Context: an optimization exercise on an open-source flow, tuned for small area, a short achievable clock period and few clock cycles. The choices shown serve that exercise and are no tape-out recipe.
In this exercise RTL edits were held to simulation tests only and were not proved equivalent to the original.
Power and IR drop assume default switching activity.

==> design.v <==
module probe_engine (
    input  wire        clk,
    input  wire        rst,           
    input  wire        verbose_in,
    input  wire [7:0]  pin_in,
    output wire [7:0]  pin_dir,
    output wire [7:0]  pin_pull,
    output wire [7:0]  pin_out,
    output reg         ev_valid,
    output reg  [2:0]  ev_kind,       
    output reg  [2:0]  ev_pin,
    output reg         ev_bit,
    output reg         rep_valid,
    output reg  [1:0]  rep_kind,      
    output reg  [1:0]  rep_finder,    
    output wire [2:0]  rep_p0,
    output wire [2:0]  rep_p1,
    output wire [2:0]  rep_p2,
    output wire [2:0]  rep_p3,
    output reg         rep_p3_valid,
    output wire [31:0] rep_value,
    output reg         rep_found,
    output reg         done,
    output reg         found_id,
    output reg         found_by,
    output reg         found_sw
);
    localparam [2:0] EV_CFGIN = 3'd1, EV_CFGOUT = 3'd2, EV_SET = 3'd3, EV_CLR = 3'd4, EV_READ = 3'd5;
    localparam [1:0] RK_CAND = 2'd0, RK_MATCH = 2'd1, RK_RESULT = 2'd2;
    localparam [1:0] F_ID = 2'd0, F_BY = 2'd1, F_SW = 2'd2;
    localparam [5:0]
        P_CFG   = 6'd0,    
        P_OUTC  = 6'd1,    
        P_OUTM  = 6'd2,    
        P_ISETM = 6'd3,
        P_IT    = 6'd4,
        P_ITDEC = 6'd5,
        P_TDOUT = 6'd6,    
        P_TF    = 6'd7,
        P_TM    = 6'd8,
        P_TDIN  = 6'd9,    
        P_TDNXT = 6'd10,   
        P_BOUTD = 6'd11,
        P_BSETM = 6'd12,
        P_BCLRD = 6'd13,
        P_BA    = 6'd14,
        P_BF    = 6'd15,
        P_BCLRM = 6'd16,
        P_BM    = 6'd17,
        P_BYDEC = 6'd18,
        P_BACC  = 6'd19,   
        P_S0    = 6'd20,   
        P_SD0   = 6'd21,   
        P_S1    = 6'd22,   
        P_S2    = 6'd23,   
        P_SD1   = 6'd24,   
        P_S3    = 6'd25,   
        P_SS0   = 6'd26,   
        P_S4    = 6'd27,   
        P_S5    = 6'd28,   
        P_SD2   = 6'd29,   
        P_S6    = 6'd30,   
        P_S7    = 6'd31,   
        P_SD3   = 6'd32,   
        P_S8    = 6'd33,   
        P_SS1   = 6'd34,   
        P_S9    = 6'd35,   
        P_S10   = 6'd36,   
        P_S11   = 6'd37,   
        P_S12   = 6'd38,   
        P_SR    = 6'd39,   
        P_SWDEC = 6'd40,   
        P_FIN   = 6'd41,   
        P_DONE  = 6'd42,
        P_START = 6'd43;
    localparam [2:0] H_A = 3'd0, H_W = 3'd1, H_B = 3'd2, H_I = 3'd3, H_R = 3'd4;
    reg  [5:0]  pc;
    reg  [2:0]  ph;
    reg  [8:0]  i;
    reg  [1:0]  f;
    reg  [2:0]  c, m, o, d;
    reg         srch, frc, sd, dx, in_tdi, tclr;
    reg         prev;
    reg  [5:0]  tog;
    reg  [31:0] acc;
    assign rep_p0 = c;
    assign rep_p1 = m;
    assign rep_p2 = o;
    assign rep_p3 = d;
    assign rep_value = acc;
    function [2:0] nx;    
        input [2:0] p;
        nx = (p == 3'd0) ? 3'd3 : p + 3'd1;
    endfunction
    wire d_free   = (d != c) && (d != m) && (d != o);
    wire trip_ok  = (c != m) && (c != o) && (m != o);
    wire found_ok = sd ? d_free : (f == F_SW) ? (c != m) : (f == F_BY) ? (trip_ok && d_free) : trip_ok;
    wire stepping = srch && (frc || !found_ok);
    wire inc_d = sd || (f == F_BY);
    wire inc_o = !sd && ((f == F_ID) || (f == F_BY && d == 3'd7));
    wire inc_m = !sd && ((f == F_SW) || (inc_o && o == 3'd7));
    wire inc_c = inc_m && m == 3'd7;
    wire wrap  = inc_c && c == 3'd7;
    wire d_end = sd && d == 3'd7;
    wire srch_busy = srch && !(stepping && d_end);
    wire op_pulse = (pc == P_IT) || (pc == P_TF) || (pc == P_TM) || (pc == P_BA) || (pc == P_BF) ||
                    (pc == P_BM) || (pc == P_SD0) || (pc == P_SD1) || (pc == P_SD2) || (pc == P_SD3) ||
                    (pc == P_SS0) || (pc == P_SS1) || (pc == P_SR);
    wire jt    = (pc < P_S0);
    wire i_lo  = (i[8:3] == 6'd0);
    wire is_sd = (pc == P_SD0) || (pc == P_SD1) || (pc == P_SD2) || (pc == P_SD3);
    wire is_ss = (pc == P_SS0) || (pc == P_SS1);
    wire has_w = (pc == P_TM) || (pc == P_BM) || is_ss ||
                 (pc == P_IT && i_lo && (i[2:0] == 3'd4 || i[2:0] == 3'd5 || i[2:0] == 3'd6)) ||
                 (pc == P_BA && i_lo && (i[2:0] == 3'd5 || i[2:0] == 3'd6 || i[2:0] == 3'd7));
    wire [15:0] pat = (pc == P_SS0) ? 16'h79E7 : 16'h00A5;
    wire w_val = (pc == P_IT) ? (i[3:0] == 4'd5) :
                 (pc == P_BA) ? (i[3:0] == 4'd6) :
                 (pc == P_TM) ? (i[8:5] == 4'd0 && !i[0]) :
                 (pc == P_BM) ? (i[1:0] == 2'd0) :
                                pat[~i[3:0]];
    wire [2:0] w_pin = (pc == P_TM || pc == P_BM) ? d : m;
    wire has_r = (pc == P_TM) || (pc == P_BM) || (pc == P_IT && !i_lo) ||
                 (pc == P_SR && i >= 9'd3 && i <= 9'd34);
    wire [8:0] last_i = (pc == P_IT) ? 9'd39 :
                        (pc == P_TF || pc == P_TM) ? 9'd511 :
                        (pc == P_BA) ? 9'd8 :
                        (pc == P_BF) ? 9'd63 :
                        (pc == P_BM) ? 9'd32 :
                        (pc == P_SD1 || pc == P_SD3) ? 9'd49 :
                        (pc == P_SS0 || pc == P_SS1) ? 9'd15 :
                        (pc == P_SR) ? 9'd37 : 9'd7;
    wire last = (i == last_i);
    wire [2:0] rsel = (f == F_SW) ? m : o;
    wire rd_now = ev_valid && (ev_kind == EV_READ);
    wire tg     = rd_now && (ev_bit != prev);
    wire v_gt7  = (tog > 6'd7) || (tog == 6'd7 && tg);
    wire v_by   = tg ? (tog >= 6'd13 && tog <= 6'd17) : (tog >= 6'd14 && tog <= 6'd18);
    wire v_td   = tg ? (tog >= 6'd29 && tog <= 6'd33) : (tog >= 6'd30 && tog <= 6'd34);
    wire [7:0] dir_q, out_q;
    genvar gp;
    generate
        for (gp = 0; gp < 8; gp = gp + 1) begin : g_pin
            if (gp == 1 || gp == 2) begin : g_rsv
                assign dir_q[gp] = 1'b0;
                assign out_q[gp] = 1'b0;
            end else begin : g_use
                reg dq, oq;
                always @(posedge clk) begin
                    if (rst) begin
                        dq <= 1'b0;
                        oq <= 1'b1;
                    end else if (ev_valid && ev_pin == gp) begin
                        if (ev_kind == EV_CFGIN || ev_kind == EV_CFGOUT) dq <= ev_kind[1];
                        if (ev_kind != EV_READ) oq <= ev_kind[0];
                    end
                end
                assign dir_q[gp] = dq;
                assign out_q[gp] = oq;
            end
        end
    endgenerate
    assign pin_dir  = dir_q;
    assign pin_out  = out_q;
    assign pin_pull = ~dir_q & 8'hF9;
    always @(posedge clk) begin
        ev_bit <= pin_in[rsel];
        if (tclr) begin
            prev <= 1'b0;
            tog  <= 6'd0;
        end else if (rd_now) begin
            prev <= ev_bit;
            if (tg && tog != 6'd63) tog <= tog + 6'd1;
        end
        if (rd_now && !in_tdi) acc <= {ev_bit, acc[31:1]};
    end
    reg       e_v;       
    reg [2:0] e_k, e_p;
    reg [5:0] npc;       
    reg       adv;       
    always @(*) begin
        e_v = 1'b1; e_k = EV_CLR; e_p = c;
        npc = pc + 6'd1;
        adv = 1'b1;
        if (op_pulse) begin
            adv = 1'b0;
            case (ph)
                H_A: e_k = jt ? EV_SET : EV_CLR;
                H_W: begin e_k = w_val ? EV_SET : EV_CLR; e_p = w_pin; end
                H_B: begin e_k = jt ? EV_CLR : EV_SET; adv = !has_r && last; end
                H_I: e_v = 1'b0;
                default: begin e_k = EV_READ; e_p = rsel; adv = last; end
            endcase
        end else begin
            case (pc)
                P_CFG:   begin e_k = EV_CFGIN; e_p = (i[2:0] == 3'd2) ? 3'd0 : i[2:0]; adv = (i[2:0] == 3'd7); end
                P_OUTC:  begin e_v = !srch_busy; e_k = EV_CFGOUT; adv = !srch_busy; end
                P_OUTM:  begin e_k = EV_CFGOUT; e_p = m;
                               npc = (f == F_BY) ? P_BOUTD : (f == F_SW) ? P_S0 : P_ISETM; end
                P_ISETM: begin e_k = EV_SET; e_p = m; end
                P_ITDEC: begin e_v = 1'b0; npc = v_gt7 ? P_TDOUT : P_CFG; end
                P_TDOUT: begin e_k = EV_CFGOUT; e_p = d; end
                P_TDIN:  begin e_k = EV_CFGIN; e_p = d; end
                P_TDNXT: begin e_v = 1'b0; adv = !srch_busy; npc = (dx || srch) ? P_CFG : P_TDOUT; end
                P_BOUTD: begin e_k = EV_CFGOUT; e_p = d; end
                P_BSETM: begin e_k = EV_SET; e_p = m; end
                P_BCLRD: begin e_p = d; end
                P_BCLRM: begin e_p = m; end
                P_BYDEC: begin e_v = 1'b0; npc = v_by ? P_BACC : P_CFG; end
                P_BACC:  begin e_k = EV_SET; e_p = m; npc = P_CFG; end
                P_S0, P_S5, P_S11: e_p = m;
                P_S2, P_S7: begin e_k = EV_SET; e_p = m; end
                P_S12:   begin e_k = EV_CFGIN; e_p = m; end
                P_SWDEC: begin e_v = 1'b0; npc = (c == 3'd7 && m == 3'd6) ? P_FIN : P_CFG; end
                P_FIN:   e_v = 1'b0;
                P_DONE:  begin e_v = 1'b0; adv = 1'b0; end
                P_START: begin e_v = 1'b0; npc = P_CFG; end
                default: ;    
            endcase
        end
    end
    always @(posedge clk) begin
        ev_valid  <= e_v;
        ev_kind   <= e_k;
        ev_pin    <= e_p;
        rep_valid <= 1'b0;
        tclr      <= 1'b0;
        if (op_pulse) begin
            case (ph)
                H_A: ph <= has_w ? H_W : H_B;
                H_W: ph <= H_B;
                H_B: ph <= has_r ? H_I : H_A;
                H_I: ph <= H_R;
                default: ph <= H_A;
            endcase
        end
        if (op_pulse ? (ph == H_R || (ph == H_B && !has_r)) : (pc == P_CFG)) i <= i + 9'd1;
        if (adv) begin
            pc <= npc;
            ph <= H_A;
            i  <= (npc == P_CFG) ? 9'd2 : 9'd0;
        end
        if (srch) begin
            frc <= 1'b0;
            if (!stepping) srch <= 1'b0;
            else if (d_end) begin srch <= 1'b0; dx <= 1'b1; end
            else begin
                if (inc_d) d <= nx(d);
                if (inc_o) o <= nx(o);
                if (inc_m) m <= nx(m);
                if (inc_c) c <= nx(c);
                if (wrap) begin
                    f <= f + 2'd1;
                    rep_valid <= 1'b1; rep_kind <= RK_RESULT; rep_finder <= f;
                    rep_found <= (f == F_ID) ? found_id : found_by;
                end
            end
        end
        if (adv && npc == P_CFG && pc != P_START) begin srch <= 1'b1; frc <= 1'b1; sd <= 1'b0; end
        case (pc)
            P_START: begin
                f <= F_ID;
                c <= 3'd0; m <= 3'd0; o <= 3'd0;
                srch <= 1'b1; frc <= 1'b0; sd <= 1'b0;
                in_tdi <= 1'b0;
                found_id <= 1'b0; found_by <= 1'b0; found_sw <= 1'b0;
            end
            P_OUTC: if (!srch_busy) begin
                rep_valid <= verbose_in; rep_kind <= RK_CAND; rep_finder <= f; rep_p3_valid <= (f == F_BY);
                tclr <= 1'b1;
                if (f == F_ID) begin d <= 3'd0; srch <= 1'b1; frc <= 1'b0; sd <= 1'b1; dx <= 1'b0; end
            end
            P_ITDEC: if (v_gt7) tclr <= 1'b1;
            P_TDNXT: if (!srch && !dx) tclr <= 1'b1;
            P_TDOUT: begin
                rep_valid <= verbose_in; rep_kind <= RK_CAND; rep_finder <= F_ID; rep_p3_valid <= 1'b1;
                in_tdi <= 1'b1;
            end
            P_TDIN: begin
                rep_valid <= v_td; rep_kind <= RK_MATCH; rep_finder <= F_ID; rep_p3_valid <= 1'b1;
                if (v_td) found_id <= 1'b1;
                in_tdi <= 1'b0;
                srch <= 1'b1; frc <= 1'b1; sd <= 1'b1; dx <= 1'b0;
            end
            P_BACC: begin
                rep_valid <= 1'b1; rep_kind <= RK_MATCH; rep_finder <= F_BY; rep_p3_valid <= 1'b1;
                found_by <= 1'b1;
            end
            P_SWDEC: begin
                rep_valid <= (tog > 6'd7); rep_kind <= RK_MATCH; rep_finder <= F_SW; rep_p3_valid <= 1'b0;
                if (tog > 6'd7) found_sw <= 1'b1;
            end
            P_FIN: begin
                rep_valid <= 1'b1; rep_kind <= RK_RESULT; rep_finder <= F_SW; rep_found <= found_sw;
            end
            P_DONE: done <= 1'b1;
            default: ;
        endcase
        if (rst) begin
            pc        <= P_START;
            ev_valid  <= 1'b0;
            rep_valid <= 1'b0;
            done      <= 1'b0;
        end
    end
endmodule
==> run.sh <==
#!/bin/bash
# synth_recipe.tcl (not shown) runs the flow's synth.tcl, then flattens the netlist and writes it again
# the make line also repeats each setting of config.mk as NAME=value (left out here)
make -C /OpenROAD-flow-scripts/flow DESIGN_CONFIG=/design/flow/config.mk WORK_HOME=/design/flow/orfs CLKGATE_MAP_FILE= SYNTH_SCRIPT=/design/flow/synth_recipe.tcl finish
==> config.mk <==
export PLATFORM = sky130hd
export DESIGN_NAME = probe_engine
export DESIGN_NICKNAME = probe_engine
export VERILOG_FILES = /design/flow/design.v
export SDC_FILE = /design/flow/constraint.sdc
export NUM_CORES = 4
export LEC_CHECK = 0
export ABC_CLOCK_PERIOD_IN_PS = 2500
export CAP_MARGIN = 20
export CORE_MARGIN = 2
export CORE_UTILIZATION = 40
export SETUP_SLACK_MARGIN = 5
export SLEW_MARGIN = 20
==> constraint.sdc <==
create_clock -name core_clock -period 8.0 [get_ports {clk}]
set_input_delay 1.6000 -clock core_clock [delete_from_list [all_inputs] [get_ports {clk}]]
set_output_delay 1.6000 -clock core_clock [all_outputs]
set_load 0.01 [all_outputs]
==> results.tsv <==
stage	metric	value	unit
status	status	complete, no violations	
finish	nFillCells	1594	
finish	register_area	2700	um2
global_routing	use_met1	28.8	%
power_and_ir_drop	powerDensity	319	nW/um2
timing	period_needed	2.95	ns
power_and_ir_drop	power_switching	1.15	mW
clock_network	clock_sinks	108	
drt	wl_per_cell	18.9	um
global_routing	grt_usage	21.9	%
drt	ant_nets	0	
global_routing	antenna_found_initial	0	
place	gp_congestion	0.910	
finish	multi_input_area	3890	um2
power_and_ir_drop	peakVddDrop	0.000169	V
timing	rsz0062_at_grt	false	
die	row_count	47	
yosys	synth_area_leaders	edfxtp_1 (21%), dfxtp_1 (18%), ha_1 (5.5%), nor2_1 (4.2%), xnor2_1 (3.4%)	
finish	finalNonFillerCells	1066	
global_routing	grt_pass1_wl	31300	um
power_and_ir_drop	p_total	2.68	mW
global_routing	gr-usage-met2	36.9	%
drt	drt_iter0_markers	325	
worst_setup_path	timing.critical_path.depth	1	
die	die_area	18200	um2
clock_network	cts_hold_buf	0	
finish	drive_above_1_share	12.4	%
die	initial_core_util	41.1	%
power_and_ir_drop	p_leak	3.13	nW
worst_setup_path	required	6.40	ns
yosys	synthFlopType	dfxtp_1	
yosys	synth-seq-area-share	38.4	%
timing	final.setup_skew	0.00897	ns
die	pin_count	98	
clock_network	cts_buffer_depth	2	
yosys	yosys.area_share.xor_xnor	4.98	%
worst_setup_path	startpoint_type	register	
worst_hold_path	hold_class	reg2reg	
worst_setup_path	path_buf_inv	1	
power_and_ir_drop	p_seq_share	35.0	%
finish	fin_util	50.3	%
worst_setup_path	rrSetupSlack	5.14	ns
die	dieHeight	135	um
yosys	synth_compound_area_share	16.9	%
yosys	yosysTopAreaCellShare	20.6	%
worst_setup_path	path_class	reg2out	
worst_setup_path	cp-end-kind	primary output	
finish	final_net_count	882	
timing	drv_slew	0	
power_and_ir_drop	combPwrFrac	48.7	%
worst_setup_path	r2r_cells	11	
clock_network	insertion_delay	0.35	ns
timing	post-route-period-util	36.9	%
worst_hold_path	whs_path_depth	0	
die	core-area	16700	um2
power_and_ir_drop	switching_share	43.0	%
finish	area_growth	22.4	%
yosys	yosysWarnings	1	
clock_network	clk_pin_slew	0.07	ns
yosys	synth_top_family_by_area	simple AND/OR/NAND/NOR gates	
yosys	synth_edf_count	47	
yosys	netlist_top_cells_count	nor2_1 (77), nand2_1 (62), dfxtp_1 (61)	
yosys	synthSimpleGateAreaFrac	22.7	%
place	placed_cells_incl_taps	1032	
yosys	synth_cell_types	80	
global_routing	grt_max_degree	37	
job	maxCapViolCount	0	
yosys	yosys.area_share.adder	5.47	%
global_routing	gr-total-overflow	0	
timing	max-slew-margin-rel	45.8	%
worst_setup_path	crit_slowest_cell	clkdlybuf4s50_1	
finish	diodes	0	
yosys	syn_area	6860	um2
timing	fmax	339	MHz
die	die-width	135	um
global_routing	busiest_layer	met2	
clock_network	root_buffer	clkbuf_16	
drt	post_drt_via_cell_ratio	5.76	
timing	setup_slack	5.05	ns
worst_setup_path	cp_slowest_stage_delay	0.57	ns
drt	vias	6140	
place	hpwl	14800	um
timing	finalSetupViolations	0	
yosys	muxShareOfSynthArea	4.28	%
drt	drt_wl_total	20100	um
worst_setup_path	cp_data_arrival_time	1.35	ns
power_and_ir_drop	p_int	1.53	mW
clock_network	htreeDepth	3	
yosys	synth-seq-cells	108	
drt	firstDrtPassIters	5	
yosys	ys_async_sr_fraction	0	%
yosys	synth_cells	780	
global_routing	grtUsageMet3	3.72	%
place	pre_cts_ws	4.32	ns
worst_setup_path	crit_chain	clkdlybuf4s50_1	
timing	tightest_slew	0.792	ns
global_routing	first_global_vias	5683	
clock_network	cts_tree	done	
place	numPortBuffers	91	
worst_setup_path	cp_top_family	buffers and inverters	
power_and_ir_drop	clockPowerShare	16.3	%
yosys	post-synth-top-count-cell	nor2_1	
timing	timing.setup.tns	0	ns
timing	final_hold_viol_count	0	
yosys	yosysTopAreaCell	edfxtp_1	
drt	drc	0	
clock_network	numCtsBuffers	9	
worst_setup_path	cp_max_fo	9	
yosys	syn_avg_cell_area	8.80	um2
-- flip-flops by register name (all words and copies together), names as in the netlist, 3 cells and up --
| name | cells |
|---|---|
| o | 3 |
| ev_kind | 3 |
| m | 3 |
| acc | 32 |
| pc | 6 |
| i | 9 |
| g_pin.g_use.dq | 6 |
| tog | 6 |
| d | 3 |
| c | 3 |
| ph | 3 |
| g_pin.g_use.oq | 6 |
| ev_pin | 3 |
-- final timing paths --
path	from	endpoint
max	ev_kind[2]	ev_kind[2]
max reg2reg	pc[1]	pc[2]
min	acc[21]	acc[20]
min reg2reg	acc[21]	acc[20]
-- cell type report --
class	count	share of cell area [%]
Tap cell	220	3.28
Multi-Input combinational cell	568	46.4
Inverter	41	1.83
Clock buffer	10	2.85
Clock inverter	6	0.715
Timing Repair Buffer	113	12.8
Sequential cell	108	32.1
-- per-stage QoR --
step / instance area [um2] / hold WS (ns)
floorplan: 6890 / 0.443
global route: 8400 / 0.469
detailed placement: 7770 / 0.431
CTS: 8240 / 0.454
finish: 8400 / 0.449
global placement: 7760 / 0.434
-- per-layer routing --
layer  up-vias  share of wire, %
li1       2909                 -
met1      2991                45
met2       209                48
met3        31               5.1
met4         0               2.5
met5         -                 0
-- logic make-up after synthesis --
family                     count (synthesis)
DFF                                      108
muxes                                     26
adders and majority gates                 30
buffers and inverters                    109
xor gates and xnor gates                  39
AOI/OAI and AO/OA                        168
other                                      1
and+or+nand+nor                          299
-- placed cells by master, fill, tap and decap left out, types with 4 or more instances in the layout --
cell	Yosys	layout
nor4_1	6	5
nand4_1	13	13
nor3_1	22	22
dfxtp_4	0	15
nand3_1	34	33
inv_6	0	4
o21ai_0	32	31
clkbuf_16	0	9
a21oi_1	46	45
dfxtp_2	0	7
a31oi_1	9	9
ha_1	30	26
nand2_1	62	62
buf_4	19	21
and2_1	8	7
inv_1	41	40
nor2_1	77	75
mux2_2	7	7
conb_1	1	6
o2111ai_1	6	5
o2111a_1	4	4
and3_1	7	7
nand3b_1	7	7
o31ai_1	6	6
a21o_1	5	5
mux2i_1	17	17
nand2b_1	14	14
xnor2_1	27	27
nand4b_1	7	7
nor2b_1	14	13
clkdlybuf4s50_1	0	90
o211ai_1	4	4
ha_4	0	4
dfxtp_1	61	39
xor2_1	12	12
a211oi_1	6	5
edfxtp_1	47	47
-- power groups by stage --
stage	Clock, mW	Sequential (mW)	Combinational, mW
2_1_floorplan	0	0.830	0.882
3_3_place_gp	0	0.931	1.15
3_5_place_dp	0	0.936	1.16
4_1_cts	0.452	0.934	1.24
5_1_grt	0.472	0.962	1.42
6_report	0.438	0.939	1.31
-- repair_timing --
item                       4_1_cts  5_1_grt
setup endpoints to repair       49       48
pin swaps                        2        3
hold endpoints to repair         0        0
cloned                           0        0
buffers inserted                 9        9
gates resized for setup         40       22
Testbench counts, summed over its fixed seeds: cycles 1,655,547.

## separate check: timing with driven ports
How much do the figures lean on ideal ports? The routed layout below was timed once more, with nothing changed but the port constraints.
Step 1: set_driving_cell puts a clkbuf_16 on clk and a buf_2 on each other input, an assumption about the parent block.
Step 2, shift: input delay + t, output delay - t, t = (earliest + latest rising clock arrival at the registers) / 2. This alone moves slack from input paths to output paths.
a / b / c = ideal / step 1 / step 2; a / b = the first two.
shift t [ns]: 0.396
setup slack, ns: 5.047 / 5.002 / 5.014
worst hold slack (ns): 0.449 / 0.449 / 0.449
worst setup path at the end: input to register
After both steps this run still meets setup and hold. For this run, drivers alone change the setup slack by -0.045 ns; drivers and shift together by -0.033 ns.
